This is an optimization exercise on Yosys and OpenROAD, whose aim is small area, not a production implementation.
In this exercise RTL edits were held to simulation tests only and were not proved equivalent to the original.
The flow treats the clock pin as an ideal source, which a real chip does not have.
Power is estimated from default activity; no workload was simulated.

### design/flow/design.v
module ycpu_core (
    input  wire        clk,
    input  wire        rst,           
    output reg         bus_req,
    output reg         bus_we,
    output reg  [1:0]  bus_sel,       
    output reg  [14:0] bus_addr,
    output reg  [7:0]  bus_wdata,
    input  wire        bus_ack,
    input  wire        bus_err,
    input  wire [7:0]  bus_rdata,
    output wire        halted,
    output wire        fault,
    output wire [7:0]  pc_out
);
    localparam [4:0] S_CLR   = 5'd0,    
                     S_F0    = 5'd1,    
                     S_FA1   = 5'd2,    
                     S_F1    = 5'd3,    
                     S_FA2   = 5'd4,    
                     S_F2    = 5'd5,    
                     S_LD1   = 5'd6,    
                     S_LD2   = 5'd7,    
                     S_NEG   = 5'd8,    
                     S_MD    = 5'd16,   
                     S_FIN   = 5'd10,   
                     S_EX    = 5'd11,   
                     S_ST    = 5'd12,   
                     S_NX    = 5'd13,   
                     S_HALT  = 5'd14,
                     S_FAULT = 5'd15;
    localparam [3:0] OP_NOP = 4'd0,  OP_AND = 4'd1,  OP_OR  = 4'd2,  OP_NOT = 4'd3,
                     OP_ADD = 4'd4,  OP_SUB = 4'd5,  OP_MUL = 4'd6,  OP_DIV = 4'd7,
                     OP_SHL = 4'd8,  OP_SHR = 4'd9,  OP_ROL = 4'd10, OP_ROR = 4'd11,
                     OP_CPY = 4'd12, OP_CEQ = 4'd13, OP_CGT = 4'd14, OP_CLT = 4'd15;
    reg [4:0] state;
    reg [2:0] cnt;        
    reg [7:0] pc;         
    reg [7:0] ibank;
    reg [7:0] dbank;
    reg [3:0] op;
    reg       h;
    reg       e1, e2;     
    reg [7:0] a1;         
    reg [7:0] a2;         
    reg [7:0] b1;         
    reg [7:0] r;          
    reg       c;          
    reg       d;          
    reg       err;
    reg       skip;       
    wire st_clr = (state == S_CLR);
    wire st_f0  = (state == S_F0);
    wire st_fa  = (state == S_FA1) | (state == S_FA2);
    wire st_f1  = (state == S_F1);
    wire st_f2  = (state == S_F2);
    wire st_ld1 = (state == S_LD1);
    wire st_ld2 = (state == S_LD2);
    wire st_neg = (state == S_NEG);
    wire st_md  = state[4];
    wire st_fin = (state == S_FIN);
    wire st_ex  = (state == S_EX);
    wire st_st  = (state == S_ST);
    wire st_nx  = (state == S_NX);
    wire c0 = (cnt[2:0] == 3'd0);
    wire c7 = (cnt[2:0] == 3'd7);
    wire first = ~|state[2:0];                
    wire is_div = (op == OP_DIV);
    wire is_mul = (op == OP_MUL);
    wire is_cmp = op[3] & op[2] & (op[1] | op[0]);
    wire is_cpy = (op == OP_CPY);
    wire use2   = (op == OP_AND) || (op == OP_OR)  || (op == OP_ADD) ||
                  (op == OP_SUB) || (op == OP_MUL) || (op == OP_DIV) || is_cmp;
    wire halt  = h & err;
    wire pcbad = pc[7] | (&pc[6:1]);           
    wire       use_a1 = st_ld1 | (st_st & ~is_cpy);
    wire [7:0] ad     = use_a1 ? a1 : a2;
    wire       ad_hi  = ad[7] & ad[6];
    wire       ad_lo0 = ~|ad[5:1];
    wire       is_z   = ~|ad;
    wire       is_bnk = ad_hi & ad_lo0;        
    wire       is_int = is_z | is_bnk;
    wire       is_dev = ad_hi & ~ad_lo0;
    wire       data   = st_ld1 | st_ld2 | st_st;
    wire       lat    = (st_ld2 | st_st) & ~c0;
    wire       intl   = (data & is_int) | lat;
    wire       dreq   = data & ~intl;
    wire       fail   = bus_err & is_dev;
    wire [7:0] lv     = bus_rdata & {8{~fail}};
    wire       src_z  = lat ? skip : is_z;
    wire       src_d  = lat ? d : ad[0];
    wire       srcbit = src_z ? pc[0] : (src_d ? dbank[0] : ibank[0]);
    wire       ld_end = intl ? c7 : bus_ack;   
    wire       bw1 = ad_hi & ~ad[1];
    wire       bw2 = bw1 & ~ad[2];
    wire       bw3 = bw2 & ~ad[3];
    wire       bw4 = bw3 & ~ad[4];
    always @(*) begin
        bus_req   = (st_f0 & ~pcbad) | st_f1 | st_f2 | dreq;
        bus_we    = st_st;
        bus_sel   = {ad_hi, ad[7] & ~ad[6]};
        bus_addr[14:7] = ~ad[7] ? ibank : (~ad[6] ? dbank : 8'd0);
        bus_addr[6]    = ~ad[7] & ad[6];
        bus_addr[5:0]  = {ad[5] ^ bw4, ad[4] ^ bw3, ad[3] ^ bw2, ad[2] ^ bw1, ad[1] ^ ad_hi, ad[0]};
        bus_wdata = r;
    end
    wire sk     = skip & is_cmp;
    wire kbit   = ~cnt[2] & ~cnt[1];          
    wire subop  = (op == OP_SUB) | is_cmp;
    wire subci  = (op == OP_SUB) | (is_cmp & op[0]);
    wire dsub   = ~(skip ^ e2);
    wire neg    = e1 ^ e2;
    wire ng1    = is_div & e1;
    reg ax, ay, acin;
    always @(*) begin
        ax = 1'b0; ay = 1'b0; acin = 1'b0;
        if (st_md) begin
            ax   = c0 ? (is_div & b1[7]) : d;
            ay   = is_div ? (a2[0] ^ dsub) : (skip & a2[0]);
            acin = is_div & dsub;
        end else begin
            case (state)
                S_FA1, S_FA2: begin ax = a2[0]; acin = 1'b1; end
                S_LD2, S_NEG: begin ax = b1[0] ^ ng1; acin = ng1; end
                S_FIN: begin ax = (c0 ? ~skip : b1[0]) ^ neg; acin = neg; end
                S_EX:  begin ax = b1[0]; ay = a2[0] ^ subop; acin = subci; end
                default: begin    
                    ax = (st_st & src_z) ? r[0] : pc[0];
                    ay = ~halt & kbit;
                end
            endcase
        end
    end
    wire ce   = c0 ? acin : c;
    wire sum  = ax ^ ay ^ ce;
    wire cout = (ax & ay) | (ce & (ax ^ ay));
    reg rb;
    always @(*) begin
        case (op)
            OP_AND:  rb = b1[0] & a2[0];
            OP_OR:   rb = b1[0] | a2[0];
            OP_NOT:  rb = ~b1[0];
            OP_ADD,
            OP_SUB:  rb = sum;
            OP_SHL:  rb = ~c0 & b1[7];
            OP_SHR:  rb = ~c7 & b1[1];
            OP_ROL:  rb = b1[7];
            OP_ROR:  rb = b1[1];
            default: rb = b1[0];
        endcase
    end
    wire ne     = skip | (b1[0] ^ a2[0]);
    wire e_ne   = e1 ^ e2;
    wire holds  = e_ne ? (op[0] ? e1 : e2) : (cout ^ op[0]);
    wire cmp_skip = (op == OP_CEQ) ? (ne | e_ne) : ~holds;
    wire s8 = r[0] ^ ~skip ^ cout;
    wire a2zero  = ~|a2;
    wire pass_st = st_clr | st_fa | st_neg | st_md | st_fin | st_ex | st_nx | intl;
    always @(posedge clk) begin
        c <= cout;
        if ((st_ld2 | st_st) & c0)
            d <= ad[0];
        else if (~lat)
            d <= r[0];
        if (rst)
            cnt <= 3'd0;
        else if (pass_st) begin
            cnt <= {cnt[2] ^ (cnt[1] & cnt[0]), cnt[1] ^ cnt[0], ~cnt[0]};
        end
        if (st_clr)
            pc <= {1'b0, pc[7:1]};
        else if (st_nx | (st_st & intl))
            pc <= {sum, pc[7:1]};
        else if (intl & ~st_st)
            pc <= {pc[0], pc[7:1]};
        if (st_clr)
            ibank <= {1'b0, ibank[7:1]};
        else if (st_st & intl & ~src_z & ~src_d)
            ibank <= {r[0], ibank[7:1]};
        else if (intl & ~st_st)
            ibank <= {ibank[0], ibank[7:1]};
        if (st_clr)
            dbank <= {1'b0, dbank[7:1]};
        else if (st_st & intl & ~src_z & src_d)
            dbank <= {r[0], dbank[7:1]};
        else if (intl & ~st_st)
            dbank <= {dbank[0], dbank[7:1]};
        if (st_f0 & bus_ack) begin
            h  <= bus_rdata[7];
            e1 <= bus_rdata[5];
            e2 <= bus_rdata[4];
            op <= bus_rdata[3:0];
        end
        if (st_ld1 & ld_end)
            e1 <= e1 & (intl ? srcbit : lv[7]);
        if (st_ld2 & ld_end)
            e2 <= e2 & (intl ? srcbit : lv[7]);
        if (st_f1 & bus_ack)
            a1 <= bus_rdata;
        if ((st_f2 & bus_ack) | (st_ld2 & ~intl & bus_ack))
            a2 <= lv;
        else if (st_clr)
            a2 <= {1'b0, a2[7:1]};
        else if (st_fa | st_nx | (st_st & intl))
            a2 <= {sum, a2[7:1]};
        else if (st_ld2 & intl)
            a2 <= {srcbit, a2[7:1]};
        else if (st_ex | st_md)
            a2 <= {a2[0], a2[7:1]};
        if (st_ld1 & ~intl & bus_ack)
            b1 <= lv;
        else if (st_ld1 & intl)
            b1 <= {srcbit, b1[7:1]};
        else if (st_neg | (st_ld2 & intl & is_div))
            b1 <= {sum, b1[7:1]};
        else if (st_ex | st_fin | (st_md & ~c7))
            b1 <= {(st_md & is_div & c0 & ~first) ? ~skip : b1[0], b1[7:1]};
        if (st_fa)
            r <= {1'b0, r[7:1]};
        else if (st_md | st_fin)
            r <= {sum, r[7:1]};
        else if (st_ex)
            r <= {rb, r[7:1]};
        else if (st_st & intl)
            r <= {r[0], r[7:1]};
        if (st_f2 & bus_ack)
            skip <= 1'b0;
        else if (st_ld2 & ld_end)
            skip <= is_mul & b1[7];
        else if ((st_ld2 | st_st) & c0)
            skip <= is_z;
        else if (st_ex & is_cmp)
            skip <= c7 ? cmp_skip : ne;
        else if (st_md & c7)
            skip <= is_div ? s8 : b1[7];
        else if (st_nx & c7)
            skip <= 1'b0;
        if (st_f2 & bus_ack)
            err <= 1'b0;
        else if ((dreq & bus_ack & fail) | (st_fin & a2zero))
            err <= 1'b1;
        if (rst)
            state <= S_CLR;
        else begin
            case (state)
                S_CLR: if (c7) state <= S_F0;
                S_F0:  if (pcbad) state <= S_FAULT;
                       else if (bus_ack) state <= S_FA1;
                S_FA1: if (c7) state <= S_F1;
                S_F1:  if (bus_ack) state <= S_FA2;
                S_FA2: if (c7) state <= S_F2;
                S_F2:  if (bus_ack) state <= (op == OP_NOP) ? S_NX : S_LD1;
                S_LD1: if (ld_end) state <= use2 ? S_LD2 : S_EX;
                S_LD2: if (ld_end) state <= is_div ? (intl ? S_MD : S_NEG) :
                                            is_mul ? S_MD : S_EX;
                S_NEG: if (c7) state <= S_MD;
                default: if (st_md & c7)    
                             state <= (&state[2:0]) ? (is_div ? S_FIN : S_ST) :
                                      {2'b10, state[2] ^ (state[1] & state[0]), state[1] ^ state[0], ~state[0]};
                S_FIN: if (c7) state <= a2zero ? S_NX : S_ST;
                S_EX:  if (c7) state <= is_cmp ? S_NX : S_ST;
                S_ST:  if (intl) begin
                           if (c7) state <= halt ? S_HALT : S_F0;
                       end else if (bus_ack) state <= S_NX;
                S_NX:  if (c7) state <= halt ? S_HALT : (sk ? S_NX : S_F0);
                            endcase
        end
    end
    assign halted = (state == S_HALT);
    assign fault  = (state == S_FAULT);
    assign pc_out = pc;
endmodule
### design/flow/flow/run.sh
#!/bin/bash
set -euo pipefail
WORK="$(cd "$(dirname "${BASH_SOURCE[0]}")/.." && pwd)"
cd "$WORK"
R="$WORK/orfs/results/$FLOW_PLATFORM/ycpu_core/base"
YOSYS="$FLOW_HOME/../tools/install/yosys/bin/yosys"
LIB="$FLOW_HOME/platforms/$FLOW_PLATFORM/lib/sky130_fd_sc_hd__tt_025C_1v80.lib"

bash standard.sh synth > "$WORK/log_1_standard_synth.log" 2>&1

cp "$R/1_2_yosys.v" "$WORK/netlist_standard.v"
export REOPT_LIB="$LIB" REOPT_IN="$WORK/netlist_standard.v" REOPT_OUT="$WORK/netlist_reopt.v" \
       REOPT_TOP="$FLOW_TOP" REOPT_SCRIPT="$WORK/flow/reopt.abc"
export REOPT_IN_CUT="$WORK/cut_standard.v" REOPT_OUT_CUT="$WORK/cut_reopt.v"
if "$YOSYS" -c "$WORK/flow/reopt.tcl" > "$WORK/log_2_reopt.log" 2>&1 &&
   python3 "$WORK/flow/cutregs.py" "$REOPT_IN" "$REOPT_IN_CUT" > "$WORK/log_3_cut.log" 2>&1 &&
   python3 "$WORK/flow/cutregs.py" "$REOPT_OUT" "$REOPT_OUT_CUT" >> "$WORK/log_3_cut.log" 2>&1 &&
   "$YOSYS" -c "$WORK/flow/reopt_eq.tcl" > "$WORK/log_4_reopt_equiv.log" 2>&1; then
  echo "re-mapped netlist proven equivalent: using it"
  cp "$WORK/netlist_reopt.v" "$R/1_2_yosys.v"
  rm -f "$R/1_synth.odb" "$R/1_synth.sdc"
else
  echo "re-mapping not used: keeping the standard netlist"
fi

bash standard.sh \
  "BUFFER_PORTS_ARGS=-buffer_cell sky130_fd_sc_hd__buf_1" \
  "CTS_ARGS=${CTS_ARGS_OVERRIDE:--sink_clustering_enable -repair_clock_nets -buf_list sky130_fd_sc_hd__clkbuf_8 -dont_use_dummy_load}" \
  "POST_CTS_TCL=$WORK/flow/post_cts.tcl" \
  finish > "$WORK/log_5_standard_layout.log" 2>&1
### design/flow/flow/cutregs.py
"""Cut the registers out of a mapped netlist for a combinational equivalence check.

Each register instance (a cell whose name matches the register pattern) is removed;
its Q net becomes an input of the module and its other input pins (D, DE, ...) become
outputs named after the instance. Clock pins are dropped."""
import re, sys

src, dst = sys.argv[1], sys.argv[2]
t = open(src).read()
reg = re.compile(r'^\s*(sky130_fd_sc_hd__(?:df|edf|sdf)\w*)\s+(\\\S+|\w+)\s*\((.*?)\);', re.S | re.M)
ins, outs, assigns = [], [], []
def cut(m):
    name = m.group(2).lstrip('\\')
    tag = re.sub(r'\W', '_', name)
    for pin, net in re.findall(r'\.(\w+)\(([^()]*)\)', m.group(3)):
        net = net.strip()
        if pin in ('Q', 'Q_N'):
            ins.append((net, pin, tag))
        elif pin not in ('CLK', 'CLK_N'):
            o = 'cut_' + tag + '_' + pin
            outs.append(o)
            assigns.append('  assign %s = %s ;' % (o, net))
    return ''
t = reg.sub(cut, t)
# the Q nets become module inputs
qnets = []
for net, pin, tag in ins:
    if pin == 'Q_N':
        raise SystemExit('Q_N not handled')
    qnets.append(net)
m = re.search(r'module\s+(\w+)\s*\((.*?)\);', t, re.S)
qin = ['cutq_' + tag for net, pin, tag in ins]
extra = qin + outs
t = t[:m.end(2)] + ', ' + ', '.join(extra) + t[m.end(2):]
decl = []
for i, net in enumerate(qnets):
    decl.append('  input %s;' % qin[i])
    assigns.append('  assign %s = %s;' % (net + ' ' if net.startswith('\\') else net, qin[i]))
for o in outs:
    decl.append('  output %s;' % o)
# insert declarations right after the module header
hdr_end = t.index(';', m.start()) + 1
t = t[:hdr_end] + '\n' + '\n'.join(decl) + '\n' + t[hdr_end:]
end = t.rindex('endmodule')
t = t[:end] + '\n'.join(assigns) + '\n' + t[end:]
open(dst, 'w').write(t)
print('cut %d registers: %d inputs, %d outputs' % (len(qnets), len(qnets), len(outs)))
### design/flow/flow/post_cts.tcl
set clk_slew_target 0.110
set sizes {sky130_fd_sc_hd__clkbuf_2 sky130_fd_sc_hd__clkbuf_4 sky130_fd_sc_hd__clkbuf_8 sky130_fd_sc_hd__clkbuf_16}
proc worst_clk_slew {} {
  set worst 0
  foreach p [get_pins -hierarchical */CLK] {
    set s [get_property $p slew_max]
    if {$s > $worst} { set worst $s }
  }
  return $worst
}
set block [ord::get_db_block]
set bufs {}
foreach inst [$block getInsts] {
  if {[string match "clkbuf_*" [$inst getName]] && [string match "sky130_fd_sc_hd__clkbuf_*" [[$inst getMaster] getName]]} {
    lappend bufs $inst
  }
}
foreach inst $bufs {
  set orig [[$inst getMaster] getName]
  foreach m $sizes {
    if {$m eq $orig} { break }
    replace_cell [$inst getName] $m
    estimate_parasitics -placement
    if {[worst_clk_slew] <= $clk_slew_target} {
      puts "post_cts: [$inst getName] $orig -> $m"
      set orig_kept 0
      break
    }
    replace_cell [$inst getName] $orig
  }
}
estimate_parasitics -placement
puts "post_cts: worst flip-flop clock pin slew [worst_clk_slew]"
detailed_placement
### design/flow/flow/reopt.abc
strash; dc2; &get -n; &deepsyn -T 30; &put; dc2; dch -f; amap; topo
### design/flow/flow/reopt.tcl
# Re-map the combinational logic of the standard synthesis netlist for area.
# Registers (their cells and names) are kept as they are: only the gates
# between them are re-optimised.
yosys -import
set lib $::env(REOPT_LIB)
read_liberty -ignore_miss_func $lib
read_verilog $::env(REOPT_IN)
hierarchy -top $::env(REOPT_TOP)
set ffs {}
foreach c [split [exec grep -o {sky130_fd_sc_hd__[a-z0-9_]*} $::env(REOPT_IN) | sort -u] "\n"] {
  if {[regexp {__(df|edf|sdf|dl|conb)} $c]} { lappend ffs $c }
}
puts "kept cells: $ffs"
foreach c $ffs { blackbox $c }
yosys rename -hide w:_*
flatten
yosys rename -hide w:*.*
opt_clean -purge
stat
abc -liberty $lib -script $::env(REOPT_SCRIPT) -dont_use *probe* -dont_use *lpflow*
opt_clean -purge
setundef -zero
hilomap -singleton -hicell sky130_fd_sc_hd__conb_1 HI -locell sky130_fd_sc_hd__conb_1 LO
insbuf -buf sky130_fd_sc_hd__buf_1 A X
splitnets
# left out here: clean up, hide names made inside functions
stat -liberty $lib
write_verilog -noattr -noexpr -nohex -nodec $::env(REOPT_OUT)
### design/flow/flow/reopt_eq.tcl
# Prove the re-mapped netlist equivalent to the standard synthesis netlist:
# with the registers cut out (cutregs.py), every output and every register
# input must be the same function of the inputs and register outputs.
yosys -import
read_liberty -ignore_miss_func $::env(REOPT_LIB)
read_verilog $::env(REOPT_IN_CUT)
yosys rename $::env(REOPT_TOP) gold
read_verilog $::env(REOPT_OUT_CUT)
yosys rename $::env(REOPT_TOP) gate
flatten gold gate
opt_clean
miter -equiv -flatten -make_outputs -ignore_gold_x gold gate miter
hierarchy -top miter
sat -verify -prove trigger 0 -show-ports miter
### design/flow/standard.sh
#!/bin/bash
# synth_recipe.tcl (not shown) runs the flow's synth.tcl, then flattens the netlist and writes it again
# the make line also repeats each setting of config.mk as NAME=value (left out here)
make -C /OpenROAD-flow-scripts/flow DESIGN_CONFIG=/design/flow/config.mk WORK_HOME=/design/flow/orfs CLKGATE_MAP_FILE= SYNTH_SCRIPT=/design/flow/synth_recipe.tcl "${@:-finish}"
### design/flow/config.mk
export PLATFORM = sky130hd
export DESIGN_NAME = ycpu_core
export DESIGN_NICKNAME = ycpu_core
export VERILOG_FILES = /design/flow/design.v
export SDC_FILE = /design/flow/constraint.sdc
export NUM_CORES = 4
export LEC_CHECK = 0
export CAP_MARGIN = 20
export CORE_MARGIN = 2
export CORE_UTILIZATION = 60
export SLEW_MARGIN = 20
### design/flow/constraint.sdc
create_clock -name core_clock -period 15.0 [get_ports {clk}]
set_input_delay 3.0000 -clock core_clock [delete_from_list [all_inputs] [get_ports {clk}]]
set_output_delay 3.0000 -clock core_clock [all_outputs]
set_load 0.01 [all_outputs]
==> metrics.md, run 1 <==
| Metric | Value |
|---|---|
| Status | `finished clean` |
| Die width | `84.2 um` |
| Final period util | `57.4%` |
| CTS sink count | `75` |
| Row count | `29` |
| Worst EP required | `12.00 ns` |
| Clock Skew | `0.0316 ns` |
| P per Cell Area | `202 mW/mm^2` |
| Comb pwr share | `44.5%` |
| Core area | `0.00628 sq mm` |
| Setup TNS | `0 ns` |
| Core Util, Final | `67.4%` |
| Count of final setup violators | `0` |
| Design Power | `856 uW` |
| Worst-skew pair later-pin latency | `0.53 ns` |
| CP max FO | `11` |
| Critical path startpoint | `state[1]$_SDFFE_PP0P_` |
| Final hold vios | `0` |
| First-pass GRT wire length | `19.1 mm` |
| Switching pwr | `389 uW` |
| Cells along the critical path | `clkinv_1, nor2_1, clkinv_1, nor2_1, clkinv_1, o21ai_1, clkinv_1, o22ai_1, clkinv_1, nor2_1, nand2_1, nor2_1, nand2_1, clkinv_1, nand2_1, clkinv_1, a21oi_1, clkinv_1, nand2_1, o21ai_0, clkinv_1, nand2_1, clkinv_1, buf_1` |
| P&R area growth vs syn | `9.52%` |
| Hold_sp | `dbank[5]$_DFFE_PP_` |
| Post-Syn Nets | `437` |
| Sw Ratio | `45.4%` |
| Gr ovfl total | `0` |
| Placer Congestion | `0.970` |
| Cell Int Power | `467 uW` |
| Hold Slack | `0.443 ns` |
| Worst path slowest cell | `dfxtp_1` |
| # IOs | `49` |
| Lkg Pwr | `0.00140 uW` |
| Crit path time final | `8.61 ns` |
| Yosys Warn Count | `1` |
| Hold Crit Class | `flop to flop` |
| Nets | `497` |
| Largest vdd supply drop | `0.103 mV` |
| DP Wirelength | `9.51 mm` |
| DR iter-0 viols | `472` |
| CP Launch Type | `flop` |
| Setup WS pre-CTS | `6.92 ns` |
| Final Max Slew Viols | `0` |
| Total Wirelength | `12.2 mm` |
| Crit-path most repeated cell | `clkinv_1` |
| Full die area | `0.00710 sq mm` |
| Initial antenna violation count | `0` |
| DRC | `0` |
| Vias | `3775` |
| CP Data Arrival Time | `5.61 ns` |
| Initial Util | `61.6%` |
| Worst-path clk slew | `0.09 ns` |
| Vias in the first global route | `3609` |
| Max Cap Viol | `0` |
| Slew headroom | `34.1%` |
| CTS tree | `yes` |
| Worst setup EP type | `output port` |
| Layout cell share with drive strength beyond 1 | `2.07%` |
| Clk pwr share | `11.4%` |
| Diode count | `0` |
| Measured slew at the worst slew-check pin | `0.984 ns` |
| Via/cell ratio | `6.74` |
| Netlist Area Pre-Place | `0.00386 sq mm` |
| Port bufs | `48` |
| Cells after Synth | `425` |
| RR Startpoint | `state[1]$_SDFFE_PP0P_` |
| Largest net degree at the start of global routing | `15` |
| Fmax | `0.116 GHz` |
| First-pass DRT Iterations | `11` |
| Chip height | `84.2 um` |
| RSZ-0062 raised after global routing | `no` |
| Min setup slack post-route | `6.39 ns` |
| Wire per inst | `21.7 um` |
| Total GRT Usage | `34.8%` |
| Antenna-violating nets left | `0` |
| Synthesized area per cell | `9.09 sq um` |
| WS Path Type | `flop to output port` |
| Sequential Power Share | `44.0%` |
| Slowest stage delay, CP | `0.48 ns` |
## cell type report
class	count	area [sq um]
sequential	75	2100
inverter	67	251
timing repair buffer	49	188
clock buffer	9	83.8
tap	77	96.3
fill	533	2050
multi-input combinational	283	1510
## power by group through the flow
stage          Combinational [uW]  Clock [uW]  Sequential (uW)
2_1_floorplan                 245           0              369
3_3_place_gp                  365           0              376
3_5_place_dp                  369           0              380
5_1_grt                       416         103              382
6_report                      381        97.8              377
## through the flow
stage               instance area (sq um)  cells
floorplan                            3860    425
global placement                     4150    551
detailed placement                   4150    551
global route                         4230    560
finish                               4230    560
## final timing paths
| kind | end | slack, ns | cells after the start |
|---|---|---|---|
| worst max-delay path | bus_req | 6.39 | 24 |
| worst min-delay path | dbank[4]$_DFFE_PP_ | 0.44 | 0 |
| worst max register to register | state[3]$_SDFFE_PP0P_ | 8.18 | 29 |
| worst min register to register | dbank[4]$_DFFE_PP_ | 0.44 | 0 |
## registers in the layout (all words and copies together), names as in the netlist, 3 cells and up
register  flops
b1            8
state         5
r             8
op            4
a1            8
a2            8
pc            8
dbank         8
ibank         8
cnt           3
## cells in the final DEF, fill, tap and decap left out, types with 8 or more instances in the layout
cell type and n:
nor2_1 76, o22ai_1 23, a211oi_1 8, nand3_1 9, edfxtp_1 60, a32o_1 8, dfxtp_1 15, a21oi_1 16
nor3_1 8, o21ai_0 30, buf_1 48, clkinv_1 67, nand2_1 46
## critical path, delay by kind of cell (launching register included)
family	cells	cell delay [ns]
AO/OA/AOI/OAI	4	1.08
AND/OR/NAND/NOR	9	1.55
buffers and inverters	11	1.95
flip-flops	1	0.48
## routing by layer
layer,vias to the layer above,global-route usage (%),share of wire (%)
met5,-,0,0
li1,1672,-,-
met3,61,6.10,12
met1,1757,48.3,38
met4,0,12.9,3.8
met2,285,55.3,46
==> run 2: changes to the inputs <==
--- a/design/flow/design.v
+++ b/design/flow/design.v
@@ -158,2 +158,18 @@
     wire pass_st = st_clr | st_fa | st_neg | st_md | st_fin | st_ex | st_nx | intl;
+    wire       a2_ld = bus_ack & (st_f2 | (st_ld2 & ~intl));
+    wire       a2_sh = st_clr | st_fa | st_nx | (st_st & intl) | (st_ld2 & intl) | st_ex | st_md;
+    wire       a2_in = st_clr ? 1'b0 :
+                       (st_fa | st_nx | st_st) ? sum :
+                       st_ld2 ? srcbit : a2[0];
+    wire [7:0] a2_next = ({8{a2_ld}} & lv) |
+                         ({8{~a2_ld & a2_sh}} & {a2_in, a2[7:1]}) |
+                         ({8{~a2_ld & ~a2_sh}} & a2);
+    wire       b1_ld = bus_ack & st_ld1 & ~intl;
+    wire       b1_sh = (st_ld1 & intl) | st_neg | (st_ld2 & intl & is_div) | st_ex | st_fin | (st_md & ~c7);
+    wire       b1_in = st_ld1 ? srcbit :
+                       (st_neg | st_ld2) ? sum :
+                       ((st_md & is_div & c0 & ~first) ? ~skip : b1[0]);
+    wire [7:0] b1_next = ({8{b1_ld}} & lv) |
+                         ({8{~b1_ld & b1_sh}} & {b1_in, b1[7:1]}) |
+                         ({8{~b1_ld & ~b1_sh}} & b1);
     always @(posedge clk) begin
@@ -199,20 +215,4 @@
             a1 <= bus_rdata;
-        if ((st_f2 & bus_ack) | (st_ld2 & ~intl & bus_ack))
-            a2 <= lv;
-        else if (st_clr)
-            a2 <= {1'b0, a2[7:1]};
-        else if (st_fa | st_nx | (st_st & intl))
-            a2 <= {sum, a2[7:1]};
-        else if (st_ld2 & intl)
-            a2 <= {srcbit, a2[7:1]};
-        else if (st_ex | st_md)
-            a2 <= {a2[0], a2[7:1]};
-        if (st_ld1 & ~intl & bus_ack)
-            b1 <= lv;
-        else if (st_ld1 & intl)
-            b1 <= {srcbit, b1[7:1]};
-        else if (st_neg | (st_ld2 & intl & is_div))
-            b1 <= {sum, b1[7:1]};
-        else if (st_ex | st_fin | (st_md & ~c7))
-            b1 <= {(st_md & is_div & c0 & ~first) ? ~skip : b1[0], b1[7:1]};
+        a2 <= a2_next;
+        b1 <= b1_next;
         if (st_fa)
==> metrics.md, run 2 <==
| Metric | Value |
|---|---|
| Total Wirelength | `12.3 mm` |
| Finished Layout Cells | `585` |
| Total area of multi-input combinational cells | `0.00163 sq mm` |
| Chip height | `83.7 um` |
| Final hold vios | `0` |
| Diode count | `0` |
| Setup TNS | `0 ns` |
| Vias in the first global route | `3632` |
| First-pass DRT Iterations | `5` |
| Initial antenna violation count | `0` |
| Commonest non-fill, non-tap cells in the layout | `nor2_1, clkinv_1, buf_1` |
| Crit path time final | `8.54 ns` |
| Register area | `0.00194 sq mm` |
| First-pass GRT wire length | `19.4 mm` |
| Final Max Slew Viols | `0` |
| Worst setup EP type | `output port` |
| DRC | `0` |
| Clock Skew | `0.0281 ns` |
| Crit-path most repeated cell | `clkinv_1` |
| Vias | `4002` |
| CTS tree | `yes` |
| CTS sink count | `75` |
| Slew headroom | `38.3%` |
| Gr ovfl total | `0` |
| Critical path startpoint | `state[3]$_SDFFE_PP0P_` |
| Layout cell share with drive strength beyond 1 | `3.15%` |
| Nets | `522` |
| Fmax | `0.117 GHz` |
| Worst-path clk slew | `0.10 ns` |
| # IOs | `49` |
| Via/cell ratio | `6.84` |
| Cells along the critical path | `clkinv_1, nor2_1, clkinv_1, nor2_1, nand2_1, o21ai_1, clkinv_1, o22ai_1, nor2_1, nand2_1, clkinv_1, nand2_1, clkinv_1, nand2_1, clkinv_1, nand2_1, clkinv_1, nand2_1, nand2_1, clkinv_1, nor2_1, a21oi_1, buf_1` |
| Placed Cells | `576` |
| Status | `finished clean` |
| Netlist Area Pre-Place | `0.00381 sq mm` |
| Number of fill cells | `507` |
| Most common cell after layout, fill and taps aside | `nor2_1` |
| Antenna-violating nets left | `0` |
| Total GRT Usage | `35.6%` |
| Flop-to-flop setup slack | `8.17 ns` |
| P per Cell Area | `131 mW/mm^2` |
| CP Data Arrival Time | `5.54 ns` |
| Register-to-Register Path Depth | `30` |
| Reg2reg end | `a2[7]$_DFF_P_` |
| Synthesized area per cell | `8.59 sq um` |
| Row count | `29` |
| RR Startpoint | `state[3]$_SDFFE_PP0P_` |
| CP max FO | `11` |
| Hold_sp | `dbank[7]$_SDFFE_PP0P_` |
| Min-Delay Endpoint | `dbank[6]$_DFFE_PP_` |
| WS Path Type | `flop to output port` |
| Yosys Warn Count | `1` |
| Core area | `0.00624 sq mm` |
| Wire per inst | `21.1 um` |
| Port bufs | `48` |
| Cells after Synth | `444` |
| Post-Syn Nets | `456` |
| Count of final setup violators | `0` |
| Max Cap Viol | `0` |
| Worst-skew pair later-pin latency | `0.50 ns` |
| Full die area | `0.00701 sq mm` |
| RSZ-0062 raised after global routing | `no` |
| Worst EP required | `12.00 ns` |
| DR iter-0 viols | `639` |
| P&R area growth vs syn | `10.7%` |
| Initial Util | `61.1%` |
| Largest vdd supply drop | `0.113 mV` |
| Worst path slowest cell | `o22ai_1` |
| Lkg Pwr | `0.00142 uW` |
| Final period util | `57.0%` |
| Slowest stage delay, CP | `0.65 ns` |
| Largest net degree at the start of global routing | `17` |
| CP Launch Type | `flop` |
| DP Wirelength | `9.66 mm` |
| Placer Congestion | `1.07` |
| Hold Crit Class | `flop to flop` |
| Measured slew at the worst slew-check pin | `0.925 ns` |
| Hold Crit Depth | `0` |
| Die width | `83.7 um` |
run 2: how the worst max path moves through the flow:
| stage | cells past startpoint | slack [ns] | endpoint |
|---|---|---|---|
| 2_1_floorplan | 22 | 7.98 | bus_req |
| 3_3_place_gp | 23 | 7.26 | bus_req |
| 5_1_grt | 23 | 6.00 | bus_req |
| 6_report | 23 | 6.46 | bus_req |
| 3_5_place_dp | 23 | 6.82 | bus_req |
run 2: final cells by class:
class | instances | share of cell area (%)
sequential | 75 | 46.0
multi-input combinational | 303 | 38.5
tap | 77 | 2.28
timing repair buffer | 55 | 5.51
inverter | 66 | 5.87
clock buffer | 9 | 1.84
run 2: worst max-delay path, delay by kind of cell, from the launching register on:
family          cells  cell delay (ns)
buf+inv             9             1.42
simple gates       11             1.66
compound gates      3             1.51
flops               1             0.47
run 2: metal layers:
| metal | GRT usage (%) | share of wire, % | wire length (um) |
|---|---|---|---|
| met5 | 0 | 0 | 0 |
| met3 | 7.22 | 12 | 1420 |
| met1 | 49.1 | 39 | 4820 |
| met4 | 13.9 | 3.8 | 467 |
| met2 | 55.5 | 46 | 5620 |
run 2: report_power, final:
group          total (uW)  internal [uW]  switching (uW)
clock network        93.3           31.7            61.6
registers             295            262            32.9
logic                 167           56.5             110
total                 555            350             205
run 2: per-stage QoR:
stage | total power [uW] | area, sq um | util (%) | hold slack (ns) | setup WS [ns]
2_1_floorplan | 397 | 3810 | - | 0.416 | 7.98
3_3_place_gp | 451 | 4140 | 66.4 | 0.429 | 7.26
3_5_place_dp | 459 | 4140 | 66.4 | 0.433 | 6.82
5_1_grt | 578 | 4220 | 67.6 | 0.436 | 6.00
6_report | 555 | 4220 | 67.6 | 0.427 | 6.46
==> run 3: changes to the inputs <==
--- a/design/flow/config.mk
+++ b/design/flow/config.mk
@@ -10,2 +10,3 @@
 export CORE_UTILIZATION = 60
+export GPL_TIMING_DRIVEN = 0
 export SLEW_MARGIN = 20
==> metrics.md, run 3 <==
| Metric | Value |
|---|---|
| Total GRT Usage | `33.5%` |
| Initial Util | `61.1%` |
| Final period util | `57.4%` |
| Via/cell ratio | `6.62` |
| Worst EP required | `12.00 ns` |
| Layout cell share with drive strength beyond 1 | `2.58%` |
| First-pass DRT Iterations | `6` |
| Status | `finished clean` |
| Lkg Pwr | `0.00140 uW` |
| CP max FO | `11` |
| Gr ovfl total | `0` |
| Most common cell after layout, fill and taps aside | `nor2_1` |
| Post-Syn Nets | `456` |
| Wire per inst | `19.8 um` |
| Crit path time final | `8.61 ns` |
| Synthesized area per cell | `8.59 sq um` |
| Nets | `517` |
| Row count | `29` |
| Worst-skew pair later-pin latency | `0.52 ns` |
| Cells after Synth | `444` |
| CTS tree | `yes` |
| CTS sink count | `75` |
| RR Startpoint | `state[3]$_SDFFE_PP0P_` |
| Yosys Warn Count | `1` |
| Final Max Slew Viols | `0` |
| Register-to-Register Path Depth | `29` |
| Antenna-violating nets left | `0` |
| Vias | `3839` |
| Worst-path clk slew | `0.10 ns` |
| Core area | `0.00624 sq mm` |
| Placer Congestion | `1.00` |
| Clock Skew | `0.0244 ns` |
| Netlist Area Pre-Place | `0.00381 sq mm` |
| Chip height | `83.7 um` |
| Full die area | `0.00701 sq mm` |
| WS Path Type | `flop to output port` |
| # IOs | `49` |
| Total Wirelength | `11.5 mm` |
| Measured slew at the worst slew-check pin | `1.05 ns` |
| Critical path startpoint | `state[3]$_SDFFE_PP0P_` |
| Die width | `83.7 um` |
| DP Wirelength | `8.79 mm` |
| First-pass GRT wire length | `18.3 mm` |
| Reg2reg end | `a2[7]$_DFF_P_` |
| P&R area growth vs syn | `9.87%` |
| Flop-to-flop setup slack | `7.88 ns` |
| Setup TNS | `0 ns` |
| Largest net degree at the start of global routing | `17` |
| Vias in the first global route | `3543` |
| DRC | `0` |
| Final instance area | `0.00419 sq mm` |
| Commonest non-fill, non-tap cells in the layout | `nor2_1, clkinv_1, buf_1` |
| P per Cell Area | `130 mW/mm^2` |
| Port bufs | `48` |
| DP Area | `0.00409 sq mm` |
| Hold Crit Class | `flop to flop` |
| Worst setup EP type | `output port` |
| Initial antenna violation count | `0` |
| Final hold vios | `0` |
| Max Cap Viol | `0` |
| Count of final setup violators | `0` |
| Diode count | `0` |
| CP Data Arrival Time | `5.61 ns` |
| Largest vdd supply drop | `0.0945 mV` |
| CP Launch Type | `flop` |
| Crit path capture | `bus_req` |
| DR iter-0 viols | `478` |
| Slew headroom | `29.4%` |
| RSZ-0062 raised after global routing | `no` |
| Fmax | `0.116 GHz` |
## run 3: worst min path at each step
stage                     startpoint                 end  slack [ns]  cells past startpoint
2_1_floorplan  dbank[7]$_SDFFE_PP0P_  dbank[6]$_DFFE_PP_        0.42                      0
3_3_place_gp   ibank[7]$_SDFFE_PP0P_  ibank[6]$_DFFE_PP_        0.42                      0
3_5_place_dp   dbank[7]$_SDFFE_PP0P_  dbank[6]$_DFFE_PP_        0.42                      0
5_1_grt           dbank[5]$_DFFE_PP_  dbank[4]$_DFFE_PP_        0.47                      0
6_report       dbank[7]$_SDFFE_PP0P_  dbank[6]$_DFFE_PP_        0.45                      0
## run 3: worst max-delay path, stage by stage, from the launching register on
cell	delay (ns)
dfxtp_1	0.45
clkinv_1	0.21
nor2_1	0.20
clkinv_1	0.19
nor2_1	0.30
nand2_1	0.26
o21ai_1	0.62
clkinv_1	0.38
o22ai_1	0.72
nor2_1	0.20
nand2_1	0.13
clkinv_1	0.08
nand2_1	0.08
clkinv_1	0.07
nand2_1	0.09
clkinv_1	0.09
nand2_1	0.08
clkinv_1	0.08
nand2_1	0.08
nand2_1	0.09
clkinv_1	0.09
nor2_1	0.13
a21oi_1	0.28
buf_1	0.19
## run 3: where the power goes
part           switching [uW]  internal [uW]  total [uW]
combinational             102           55.6         157
clock                    63.1           31.7        94.8
sequential               31.5            262         294
total                     197            349         546
## run 3: stage by stage
step / instances / util, % / setup slack [ns] / hold WS [ns] / power [uW]
global route: 580 / 67.2 / 5.75 / 0.465 / 574
global placement: 569 / 65.6 / 6.90 / 0.420 / 447
finish: 580 / 67.2 / 6.39 / 0.446 / 546
detailed placement: 569 / 65.6 / 6.74 / 0.422 / 451
floorplan: 444 / - / 7.98 / 0.416 / 397
## run 3: per-layer routing
layer	GRT usage (%)	vias to the layer above	routed length, um
li1	-	1765	-
met1	44.7	1784	4570
met2	54.2	244	5400
met3	6.33	46	1120
met4	13.3	0	402
met5	0	-	0
## run 3: area by class of cell
type                       instances  area (sq um)
multi-input combinational        303          1640
clock buffer                       9          77.6
tap                               77          96.3
sequential                        75          1940
fill                             532          2050
timing repair buffer              50           193
inverter                          66           248
==> run 4: changes to the inputs <==
==> design/flow/flow/run.sh (replaced) <==
#!/bin/bash
set -euo pipefail
WORK="$(cd "$(dirname "${BASH_SOURCE[0]}")/.." && pwd)"
cd "$WORK"
R="$WORK/orfs/results/$FLOW_PLATFORM/ycpu_core/base"
YOSYS="$FLOW_HOME/../tools/install/yosys/bin/yosys"
LIB="$FLOW_HOME/platforms/$FLOW_PLATFORM/lib/sky130_fd_sc_hd__tt_025C_1v80.lib"

bash standard.sh synth > "$WORK/log_1_standard_synth.log" 2>&1

cp "$R/1_2_yosys.v" "$WORK/netlist_standard.v"
python3 "$WORK/flow/cutregs.py" "$WORK/netlist_standard.v" "$WORK/cut_standard.v" > "$WORK/log_3_cut.log" 2>&1
export REOPT_LIB="$LIB" REOPT_IN="$WORK/netlist_standard.v" REOPT_TOP="$FLOW_TOP" \
       REOPT_IN_CUT="$WORK/cut_standard.v"
best=""; best_area=""
for i in 1 2 3; do
  export REOPT_OUT="$WORK/netlist_reopt$i.v" REOPT_OUT_CUT="$WORK/cut_reopt$i.v" \
         REOPT_SCRIPT="$WORK/flow/reopt$i.abc"
  if "$YOSYS" -c "$WORK/flow/reopt.tcl" > "$WORK/log_2_reopt$i.log" 2>&1 &&
     python3 "$WORK/flow/cutregs.py" "$REOPT_OUT" "$REOPT_OUT_CUT" >> "$WORK/log_3_cut.log" 2>&1 &&
     "$YOSYS" -c "$WORK/flow/reopt_eq.tcl" > "$WORK/log_4_reopt_equiv$i.log" 2>&1; then
    a=$(grep "Chip area" "$WORK/log_2_reopt$i.log" | tail -1 | awk '{print $NF}')
    echo "re-mapping $i proven equivalent, area $a"
    if [[ -z "$best" ]] || awk -v a="$a" -v b="$best_area" 'BEGIN{exit !(a < b)}'; then
      best="$REOPT_OUT"; best_area="$a"
    fi
  else
    echo "re-mapping $i not used"
  fi
done
if [[ -n "$best" ]]; then
  echo "using $best (area $best_area)"
  cp "$best" "$R/1_2_yosys.v"
  rm -f "$R/1_synth.odb" "$R/1_synth.sdc"
else
  echo "keeping the standard netlist"
fi

bash standard.sh \
  "BUFFER_PORTS_ARGS=-buffer_cell sky130_fd_sc_hd__buf_1" \
  "CTS_ARGS=${CTS_ARGS_OVERRIDE:--sink_clustering_enable -repair_clock_nets -buf_list sky130_fd_sc_hd__clkbuf_8 -dont_use_dummy_load}" \
  "POST_CTS_TCL=$WORK/flow/post_cts.tcl" \
  finish > "$WORK/log_5_standard_layout.log" 2>&1
==> design/flow/flow/reopt1.abc (new file) <==
strash; dc2; &get -n; &deepsyn -T 30 -S 1; &put; dc2; dch -f; amap; topo
==> design/flow/flow/reopt2.abc (new file) <==
strash; dc2; &get -n; &deepsyn -T 30 -S 2; &put; dc2; dch -f; amap; topo
==> design/flow/flow/reopt3.abc (new file) <==
strash; dc2; &get -n; &deepsyn -T 30 -S 3; &put; dc2; dch -f; amap; topo
removed: design/flow/flow/reopt.abc
==> metrics.md, run 4 <==
| Metric | Value |
|---|---|
| Commonest non-fill, non-tap cells in the layout | `clkinv_1, nor2_1, buf_1` |
| Comb pwr share | `41.2%` |
| Cells after Synth | `445` |
| Number of fill cells | `538` |
| Netlist Area Pre-Place | `0.00383 sq mm` |
| Core area | `0.00624 sq mm` |
| Synthesized area per cell | `8.60 sq um` |
| Fmax | `0.104 GHz` |
| Slew headroom | `30.7%` |
| Total area of multi-input combinational cells | `0.00162 sq mm` |
| Total GRT Usage | `32.7%` |
| Largest net degree at the start of global routing | `15` |
| Lkg Pwr | `0.00139 uW` |
| Port bufs | `48` |
| RSZ-0062 raised after global routing | `no` |
| Post-Syn Nets | `457` |
| Crit-path most repeated cell | `nor2_1` |
| Cell Int Power | `433 uW` |
| Via/cell ratio | `6.53` |
| P per Cell Area | `183 mW/mm^2` |
| Vias in the first global route | `3460` |
| CP Launch Type | `flop` |
| WS Path Type | `flop to output port` |
| Clock Skew | `0.0290 ns` |
| Initial antenna violation count | `0` |
| Setup TNS | `0 ns` |
| Largest vdd supply drop | `0.111 mV` |
| Status | `finished clean` |
| Full die area | `0.00703 sq mm` |
| Hold Slack | `0.452 ns` |
| Sw Ratio | `43.6%` |
| Top delay family on crit path | `simple AND/OR/NAND/NOR gates` |
| Worst path slowest cell | `o21ai_0` |
| Worst setup EP type | `output port` |
| Wire per inst | `19.5 um` |
| Chip height | `83.9 um` |
| WP buf/inv | `6` |
| DP Wirelength | `8.74 mm` |
| Placer Congestion | `0.969` |
| Die width | `83.9 um` |
| Nets | `516` |
| Row count | `29` |
| Diode count | `0` |
| Measured slew at the worst slew-check pin | `1.03 ns` |
| CTS sink count | `75` |
| Max Cap Viol | `0` |
| First-pass GRT wire length | `17.8 mm` |
| Sequential Power Share | `46.4%` |
| Final Max Slew Viols | `0` |
| CP Data Arrival Time | `6.62 ns` |
| DRC | `0` |
| Final period util | `64.1%` |
| First-pass DRT Iterations | `6` |
| Worst EP required | `12.00 ns` |
| Antenna-violating nets left | `0` |
| CP max FO | `10` |
| Worst-path clk slew | `0.10 ns` |
| Worst-skew pair later-pin latency | `0.50 ns` |
| Slowest stage delay, CP | `0.89 ns` |
| CTS tree | `yes` |
| Vias | `3781` |
| P&R area growth vs syn | `9.58%` |
| Final hold vios | `0` |
| Count of final setup violators | `0` |
| Register area | `0.00194 sq mm` |
| # IOs | `49` |
| Initial Util | `61.3%` |
| Hold Crit Class | `flop to flop` |
| Yosys Warn Count | `1` |
| Crit path time final | `9.62 ns` |
| Gr ovfl total | `0` |
| Cells along the critical path | `clkinv_1, nor2_1, nand2_1, nor2_1, nand2_1, o21ai_0, clkinv_1, o22ai_1, clkinv_1, nor2_1, nand2_1, nor2_1, nand2_1, nor2_1, nand2_1, and3_1, nor2_1, clkinv_1, o31ai_1, clkinv_1, o21ai_0, nor2_1, buf_1` |
| Switching pwr | `335 uW` |
| DR iter-0 viols | `388` |
| Layout cell share with drive strength beyond 1 | `2.19%` |
| Total Wirelength | `11.3 mm` |
| Clk pwr share | `12.5%` |
==> run 4: power by group through the flow <==
stage	Sequential [uW]	Combinational, uW	Clock, uW
3_5_place_dp	358	309	0
6_report	356	316	95.7
3_3_place_gp	353	300	0
5_1_grt	362	347	102
2_1_floorplan	349	208	0
==> run 4: layout make-up <==
class                           count  share of cell area, %
Clock buffer                        9                   1.85
Inverter                           75                   6.71
Multi-Input combinational cell    295                   38.5
Sequential cell                    75                   46.3
Tap cell                           77                   2.30
Timing Repair Buffer               48                   4.30
==> run 4: path summary, 6_finish.rpt <==
kind	start	end	slack, ns	cells past startpoint
worst max-delay path	state[3]$_SDFFE_PP0P_	bus_req	5.38	23
worst min-delay path	r[4]$_DFFE_PP_	r[3]$_DFFE_PP_	0.45	0
worst max register to register	state[3]$_SDFFE_PP0P_	state[2]$_SDFFE_PP0P_	7.84	26
worst min register to register	r[4]$_DFFE_PP_	r[3]$_DFFE_PP_	0.45	0
==> run 4: per-stage QoR <==
step                      util, %  power (uW)  cell area [sq um]  instances  setup WS [ns]
after floorplan                 -         557               3830        445           7.60
after detailed placement     65.8         667               4110        570           6.14
after global placement       65.7         653               4100        570           6.26
final                        67.2         767               4190        579           5.38
after global routing         67.2         811               4190        579           4.80
==> run 4: per-layer routing <==
metal	vias to the layer above	routed length, um	track usage (%)	part of all wire, %
met5	-	0	0	0
met4	0	364	11.6	3.2
met3	42	1100	6.63	9.7
met2	235	5170	52.3	46
met1	1771	4660	44.5	41
li1	1733	-	-	-
==> run 4: worst register-to-register path, delay by kind of cell (launching register included) <==
family	cells	cell delay (ns)
AND/OR/NAND/NOR	14	2.85
AO/OA/AOI/OAI	7	2.58
buffers and inverters	5	1.21
flip-flops	1	0.40
==> run 5: changes to the inputs <==
--- a/design/flow/flow/run.sh
+++ b/design/flow/flow/run.sh
@@ -14,9 +14,17 @@
        REOPT_IN_CUT="$WORK/cut_standard.v"
+# four ABC runs with different seeds, in parallel
+reopt_one() {
+  local i=$1
+  REOPT_OUT="$WORK/netlist_reopt$i.v" REOPT_OUT_CUT="$WORK/cut_reopt$i.v" \
+  REOPT_SCRIPT="$WORK/flow/reopt$i.abc" bash -c '
+    "$0" -c "$1/flow/reopt.tcl" > "$1/log_2_reopt$2.log" 2>&1 &&
+    python3 "$1/flow/cutregs.py" "$REOPT_OUT" "$REOPT_OUT_CUT" > "$1/log_3_cut$2.log" 2>&1 &&
+    "$0" -c "$1/flow/reopt_eq.tcl" > "$1/log_4_reopt_equiv$2.log" 2>&1 &&
+    touch "$1/reopt_ok$2"' "$YOSYS" "$WORK" "$i" || true
+}
+for i in 1 2 3 4; do reopt_one $i & done
+wait
 best=""; best_area=""
-for i in 1 2 3; do
-  export REOPT_OUT="$WORK/netlist_reopt$i.v" REOPT_OUT_CUT="$WORK/cut_reopt$i.v" \
-         REOPT_SCRIPT="$WORK/flow/reopt$i.abc"
-  if "$YOSYS" -c "$WORK/flow/reopt.tcl" > "$WORK/log_2_reopt$i.log" 2>&1 &&
-     python3 "$WORK/flow/cutregs.py" "$REOPT_OUT" "$REOPT_OUT_CUT" >> "$WORK/log_3_cut.log" 2>&1 &&
-     "$YOSYS" -c "$WORK/flow/reopt_eq.tcl" > "$WORK/log_4_reopt_equiv$i.log" 2>&1; then
+for i in 1 2 3 4; do
+  if [[ -f "$WORK/reopt_ok$i" ]]; then
     a=$(grep "Chip area" "$WORK/log_2_reopt$i.log" | tail -1 | awk '{print $NF}')
@@ -24,3 +32,3 @@
     if [[ -z "$best" ]] || awk -v a="$a" -v b="$best_area" 'BEGIN{exit !(a < b)}'; then
-      best="$REOPT_OUT"; best_area="$a"
+      best="$WORK/netlist_reopt$i.v"; best_area="$a"
     fi
--- a/design/flow/flow/post_cts.tcl
+++ b/design/flow/flow/post_cts.tcl
@@ -1,2 +1,2 @@
-set clk_slew_target 0.110
+set clk_slew_target 0.115
 set sizes {sky130_fd_sc_hd__clkbuf_2 sky130_fd_sc_hd__clkbuf_4 sky130_fd_sc_hd__clkbuf_8 sky130_fd_sc_hd__clkbuf_16}
==> design/flow/flow/reopt1.abc (replaced) <==
strash; dc2; &get -n; &deepsyn -T 40 -S 1; &put; dc2; dch -f; amap; topo
==> design/flow/flow/reopt2.abc (replaced) <==
strash; dc2; &get -n; &deepsyn -T 40 -S 2; &put; dc2; dch -f; amap; topo
==> design/flow/flow/reopt3.abc (replaced) <==
strash; dc2; &get -n; &deepsyn -T 40 -S 3; &put; dc2; dch -f; amap; topo
==> design/flow/flow/reopt4.abc (new file) <==
strash; dc2; &get -n; &deepsyn -T 40 -S 4; &put; dc2; dch -f; amap; topo
==> metrics.md, run 5 <==
| Metric | Value |
|---|---|
| Crit-path most repeated cell | `clkinv_1` |
| Synthesized area per cell | `8.67 sq um` |
| Critical path depth in cells | `25` |
| Die width | `83.4 um` |
| Placer Congestion | `1.06` |
| CP Data Arrival Time | `5.71 ns` |
| P&R area growth vs syn | `9.70%` |
| Diode count | `0` |
| Slew headroom | `32.5%` |
| Core Util, Final | `69.2%` |
| Count of final setup violators | `0` |
| Largest vdd supply drop | `0.0912 mV` |
| Nets | `508` |
| Total GRT Usage | `32.3%` |
| Full die area | `0.00695 sq mm` |
| Row count | `28` |
| Flop-to-flop setup slack | `8.30 ns` |
| Switching pwr | `267 uW` |
| Status | `finished clean` |
| Max Cap Viol | `0` |
| Crit path time final | `8.71 ns` |
| Antenna-violating nets left | `0` |
| Post-Syn Nets | `448` |
| Worst-skew pair later-pin latency | `0.52 ns` |
| Initial antenna violation count | `0` |
| Yosys Warn Count | `1` |
| First-pass DRT Iterations | `6` |
| Register-to-Register Path Depth | `26` |
| Lkg Pwr | `0.00139 uW` |
| Crit path capture | `bus_req` |
| First-pass GRT wire length | `17.6 mm` |
| Top delay family on crit path | `buffers and inverters` |
| Slowest stage delay, CP | `0.67 ns` |
| Largest net degree at the start of global routing | `16` |
| Chip height | `83.4 um` |
| Sequential Power Share | `48.4%` |
| # IOs | `49` |
| Netlist Area Pre-Place | `0.00378 sq mm` |
| WP buf/inv | `9` |
| Final Max Slew Viols | `0` |
| CP max FO | `11` |
| Clock Skew | `0.0310 ns` |
| Fmax | `0.115 GHz` |
| Hold Slack | `0.457 ns` |
| Total Wirelength | `11.2 mm` |
| Cells after Synth | `436` |
| CP Launch Type | `flop` |
| Via/cell ratio | `6.66` |
| DR iter-0 viols | `502` |
| Sw Ratio | `40.9%` |
| DRC | `0` |
| Initial Util | `63.1%` |
| Worst setup EP type | `output port` |
| Layout cell share with drive strength beyond 1 | `2.43%` |
| Setup TNS | `0 ns` |
| Core area | `0.00599 sq mm` |
| WS Path Type | `flop to output port` |
| RR Startpoint | `state[4]$_SDFFE_PP0P_` |
| Design Power | `653 uW` |
| Vias in the first global route | `3401` |
| Final period util | `58.1%` |
| Measured slew at the worst slew-check pin | `1.00 ns` |
| Cell Int Power | `386 uW` |
| Worst-path clk slew | `0.08 ns` |
| Reg2reg end | `b1[7]$_DFF_P_` |
| Commonest non-fill, non-tap cells in the layout | `nor2_1, clkinv_1, buf_1` |
| Worst EP required | `12.00 ns` |
| CTS sink count | `75` |
| P per Cell Area | `157 mW/mm^2` |
| DP Wirelength | `8.57 mm` |
| Clk pwr share | `14.6%` |
| CTS tree | `yes` |
| Hold Crit Class | `flop to flop` |
| Final hold vios | `0` |
| Worst path slowest cell | `a21oi_1` |
| Gr ovfl total | `0` |
| RSZ-0062 raised after global routing | `no` |
| Wire per inst | `19.6 um` |
| Most common cell after layout, fill and taps aside | `nor2_1` |
| Critical path startpoint | `state[4]$_SDFFE_PP0P_` |
| Port bufs | `48` |
| Comb pwr share | `37.0%` |
| Vias | `3792` |
## run 5: how the worst min path moves through the flow
| stage | from | endpoint | cells after the start |
|---|---|---|---|
| 2_1_floorplan | dbank[7]$_SDFFE_PP0P_ | dbank[6]$_DFFE_PP_ | 0 |
| 3_3_place_gp | dbank[7]$_SDFFE_PP0P_ | dbank[6]$_DFFE_PP_ | 0 |
| 3_5_place_dp | ibank[7]$_SDFFE_PP0P_ | ibank[6]$_DFFE_PP_ | 0 |
| 5_1_grt | dbank[4]$_DFFE_PP_ | dbank[3]$_DFFE_PP_ | 0 |
| 6_report | r[2]$_DFFE_PP_ | r[1]$_DFFE_PP_ | 0 |
## run 5: per-stage QoR
step | cells | setup slack (ns) | area (sq um)
after global routing | 569 | 5.80 | 4150
final | 569 | 6.29 | 4150
after global placement | 559 | 7.21 | 4060
after floorplan | 436 | 8.21 | 3780
after detailed placement | 559 | 7.01 | 4060
## run 5: metal layers
layer / track usage (%) / share of wire (%) / up-vias / wire, um
li1: - / - / 1727 / -
met1: 46.1 / 40 / 1753 / 4450
met2: 49.9 / 44 / 266 / 4950
met3: 6.16 / 13 / 46 / 1420
met4: 10.6 / 3.2 / 0 / 354
met5: 0 / 0 / - / 0
## run 5: layout make-up
cell class,instances,area [sq um]
multi-input cells,297,1610
flip-flops and latches,75,1940
clock buffers,9,77.6
repair buffers,49,185
inverters,64,240
well taps,75,93.8
fillers,486,1840
## run 5: power by group through the flow
stage | Clock [uW] | Combinational (uW) | Sequential, uW
floorplan | 0 | 162 | 311
global placement | 0 | 228 | 317
detailed placement | 0 | 234 | 320
global route | 104 | 263 | 322
finish | 95.2 | 241 | 316
## run 5: worst reg2reg max path: stages (launching register included)
cell and delay, ns:
dfxtp_1 0.55, nor2_1 0.18, clkinv_1 0.19, nor2_1 0.10, nand2_1 0.21, clkinv_1 0.35
a21oi_1 0.67, clkinv_1 0.46, o22ai_1 0.60, nor2_1 0.19, nand2_1 0.12, clkinv_1 0.07
nand2_1 0.09, clkinv_1 0.08, nand2_1 0.08, clkinv_1 0.08, nand2_1 0.09, clkinv_1 0.08
nand2_1 0.10, nand3_1 0.12, nand2_1 0.16, clkinv_1 0.25, a32oi_1 0.77, o21ai_0 0.60
nor2_1 0.21, a21oi_1 0.06, o31ai_1 0.14
==> run 6: changes to the inputs <==
--- a/design/flow/flow/run.sh
+++ b/design/flow/flow/run.sh
@@ -14,3 +14,3 @@
        REOPT_IN_CUT="$WORK/cut_standard.v"
-# four ABC runs with different seeds, in parallel
+# eight ABC runs with different seeds, four at a time
 reopt_one() {
@@ -26,4 +26,6 @@
 wait
+for i in 5 6 7 8; do reopt_one $i & done
+wait
 best=""; best_area=""
-for i in 1 2 3 4; do
+for i in 1 2 3 4 5 6 7 8; do
   if [[ -f "$WORK/reopt_ok$i" ]]; then
==> design/flow/flow/reopt5.abc (new file) <==
strash; dc2; &get -n; &deepsyn -T 40 -S 5; &put; dc2; dch -f; amap; topo
==> design/flow/flow/reopt6.abc (new file) <==
strash; dc2; &get -n; &deepsyn -T 40 -S 6; &put; dc2; dch -f; amap; topo
==> design/flow/flow/reopt7.abc (new file) <==
strash; dc2; &get -n; &deepsyn -T 40 -S 7; &put; dc2; dch -f; amap; topo
==> design/flow/flow/reopt8.abc (new file) <==
strash; dc2; &get -n; &deepsyn -T 40 -S 8; &put; dc2; dch -f; amap; topo
==> metrics.md, run 6 <==
| Metric | Value |
|---|---|
| Status | `finished clean` |
| CTS sink count | `75` |
| Total GRT Usage | `32.3%` |
| Netlist Area Pre-Place | `0.00378 sq mm` |
| P&R area growth vs syn | `9.70%` |
| DR iter-0 viols | `502` |
| RR Startpoint | `state[4]$_SDFFE_PP0P_` |
| Wire length on met2 | `4.95 mm` |
| Number of fill cells | `486` |
| Diode count | `0` |
| Die width | `83.4 um` |
| First-pass GRT wire length | `17.6 mm` |
| Crit path time final | `8.71 ns` |
| Core area | `0.00599 sq mm` |
| Max Used Layer | `met4` |
| Layout cell share with drive strength beyond 1 | `2.43%` |
| Total Wirelength | `11.2 mm` |
| Worst setup EP type | `output port` |
| Worst-path clk slew | `0.08 ns` |
| Most common cell after layout, fill and taps aside | `nor2_1` |
| Cells after Synth | `436` |
| Gr ovfl total | `0` |
| Vias in the first global route | `3401` |
| CTS tree | `yes` |
| Critical path startpoint | `state[4]$_SDFFE_PP0P_` |
| Wire length on met1 | `4.45 mm` |
| Hold Crit Class | `flop to flop` |
| Worst EP required | `12.00 ns` |
| Placer Congestion | `1.06` |
| Nets | `508` |
| Fmax | `0.115 GHz` |
| Crit path capture | `bus_req` |
| RSZ-0062 raised after global routing | `no` |
| Final hold vios | `0` |
| First-pass DRT Iterations | `6` |
| CP max FO | `11` |
| Register-to-Register Path Depth | `26` |
| Post-Syn Nets | `448` |
| Clock Skew | `0.0310 ns` |
| Lkg Pwr | `0.00139 uW` |
| P per Cell Area | `157 mW/mm^2` |
| Antenna-violating nets left | `0` |
| Row count | `28` |
| DRC | `0` |
| Flop-to-flop setup slack | `8.30 ns` |
| Initial antenna violation count | `0` |
| Port bufs | `48` |
| CP Launch Type | `flop` |
| Max Cap Viol | `0` |
| Final Max Slew Viols | `0` |
| Largest vdd supply drop | `0.0912 mV` |
| Worst-skew pair later-pin latency | `0.52 ns` |
| Largest net degree at the start of global routing | `16` |
| Core Util, Final | `69.2%` |
| Commonest non-fill, non-tap cells in the layout | `nor2_1, clkinv_1, buf_1` |
| CP Data Arrival Time | `5.71 ns` |
| Hold Crit Depth | `0` |
| Slew headroom | `32.5%` |
| Yosys Warn Count | `1` |
| Final period util | `58.1%` |
| Wire per inst | `19.6 um` |
| DP Area | `0.00406 sq mm` |
| Full die area | `0.00695 sq mm` |
| WS Path Type | `flop to output port` |
| # IOs | `49` |
| Hold Slack | `0.457 ns` |
| Final instance area | `0.00415 sq mm` |
| DP Wirelength | `8.57 mm` |
| Setup TNS | `0 ns` |
| Wire length on met3 | `1.42 mm` |
| Synthesized area per cell | `8.67 sq um` |
| Vias | `3792` |
| Measured slew at the worst slew-check pin | `1.00 ns` |
| Chip height | `83.4 um` |
| Count of final setup violators | `0` |
| Initial Util | `63.1%` |
| Via/cell ratio | `6.66` |
| Reg2reg end | `b1[7]$_DFF_P_` |
==> run 6: worst max-delay path, cell delays in order (launching register included) <==
cell and delay [ns]:
dfxtp_1 0.55, nor2_1 0.18, clkinv_1 0.19, nor2_1 0.09, nand2_1 0.21, clkinv_1 0.35
a21oi_1 0.67, clkinv_1 0.46, o22ai_1 0.60, nor2_1 0.19, nand2_1 0.12, clkinv_1 0.07
nand2_1 0.09, clkinv_1 0.08, nand2_1 0.08, clkinv_1 0.08, nand2_1 0.09, clkinv_1 0.08
nand2_1 0.10, nand3_1 0.12, nand2_1 0.16, o31ai_1 0.16, clkinv_1 0.11, o21ai_0 0.11
nor2_1 0.12, buf_1 0.15
==> run 6: where the power goes <==
| part | leakage (uW) | switching, uW | internal, uW |
|---|---|---|---|
| Clock | 0.0000461 | 63.6 | 31.7 |
| Combinational | 0.000636 | 163 | 78.3 |
| Sequential | 0.000707 | 40.2 | 276 |
==> run 6: layer usage <==
metal  track usage, %  vias up
met4             10.6        0
met5                0        -
met2             49.9      266
met1             46.1     1753
met3             6.16       46
li1                 -     1727
==> run 6: area by class of cell <==
type                            instances  area, sq um  area share, %
Sequential cell                        75         1940           46.8
Multi-Input combinational cell        297         1610           38.8
Timing Repair Buffer                   49          185           4.46
Tap cell                               75         93.8           2.26
Inverter                               64          240           5.79
Clock buffer                            9         77.6           1.87
==> run 6: how the worst min path moves through the flow <==
stage / slack (ns) / to / from
final: 0.46 / r[1]$_DFFE_PP_ / r[2]$_DFFE_PP_
after global placement: 0.43 / dbank[6]$_DFFE_PP_ / dbank[7]$_SDFFE_PP0P_
after global routing: 0.46 / dbank[3]$_DFFE_PP_ / dbank[4]$_DFFE_PP_
after floorplan: 0.42 / dbank[6]$_DFFE_PP_ / dbank[7]$_SDFFE_PP0P_
after detailed placement: 0.43 / ibank[6]$_DFFE_PP_ / ibank[7]$_SDFFE_PP0P_
==> run 6: per-stage QoR <==
stage | total power (uW) | setup WS, ns | instances
2_1_floorplan | 472 | 8.21 | 436
3_3_place_gp | 545 | 7.21 | 559
3_5_place_dp | 555 | 7.01 | 559
5_1_grt | 689 | 5.80 | 569
6_report | 653 | 6.29 | 569

-- what the ideal ports hide --
The flow's constraints put no driver on any port. The routed layouts listed below were extracted and timed again, unchanged, in two steps. Step 1 assumes that a clkbuf_16 drives the clock port and a buf_2 every other input. Step 2 moves the port delays by t, midway between the first and last clock arrival at a register: inputs arrive t later, outputs are due t later. That takes back most of the time a late clock gives input paths. Slacks: ideal / step 1 / step 2; pairs: ideal / step 1.
| run | t, ns | slack for setup (ns) | worst setup path after step 2 | latest minus earliest clock arrival (ns) | worst data-port slew with drivers (ns) |
|---|---|---|---|---|---|
| run 1 | 0.538 | 6.394 / 6.365 / 6.903 | register to output | 0.031 / 0.032 | 0.03 |
| run 2 | 0.514 | 6.457 / 6.428 / 6.942 | register to output | 0.028 / 0.028 | 0.03 |
| run 3 | 0.535 | 6.394 / 6.367 / 6.902 | register to output | 0.024 / 0.024 | 0.03 |
| run 4 | 0.514 | 5.380 / 5.352 / 5.866 | register to output | 0.029 / 0.029 | 0.03 |
| run 5 | 0.534 | 6.288 / 6.261 / 6.794 | register to output | 0.031 / 0.031 | 0.03 |
| run 6 | 0.534 | 6.288 / 6.261 / 6.794 | register to output | 0.031 / 0.031 | 0.03 |
After both steps every run listed still meets setup and hold.
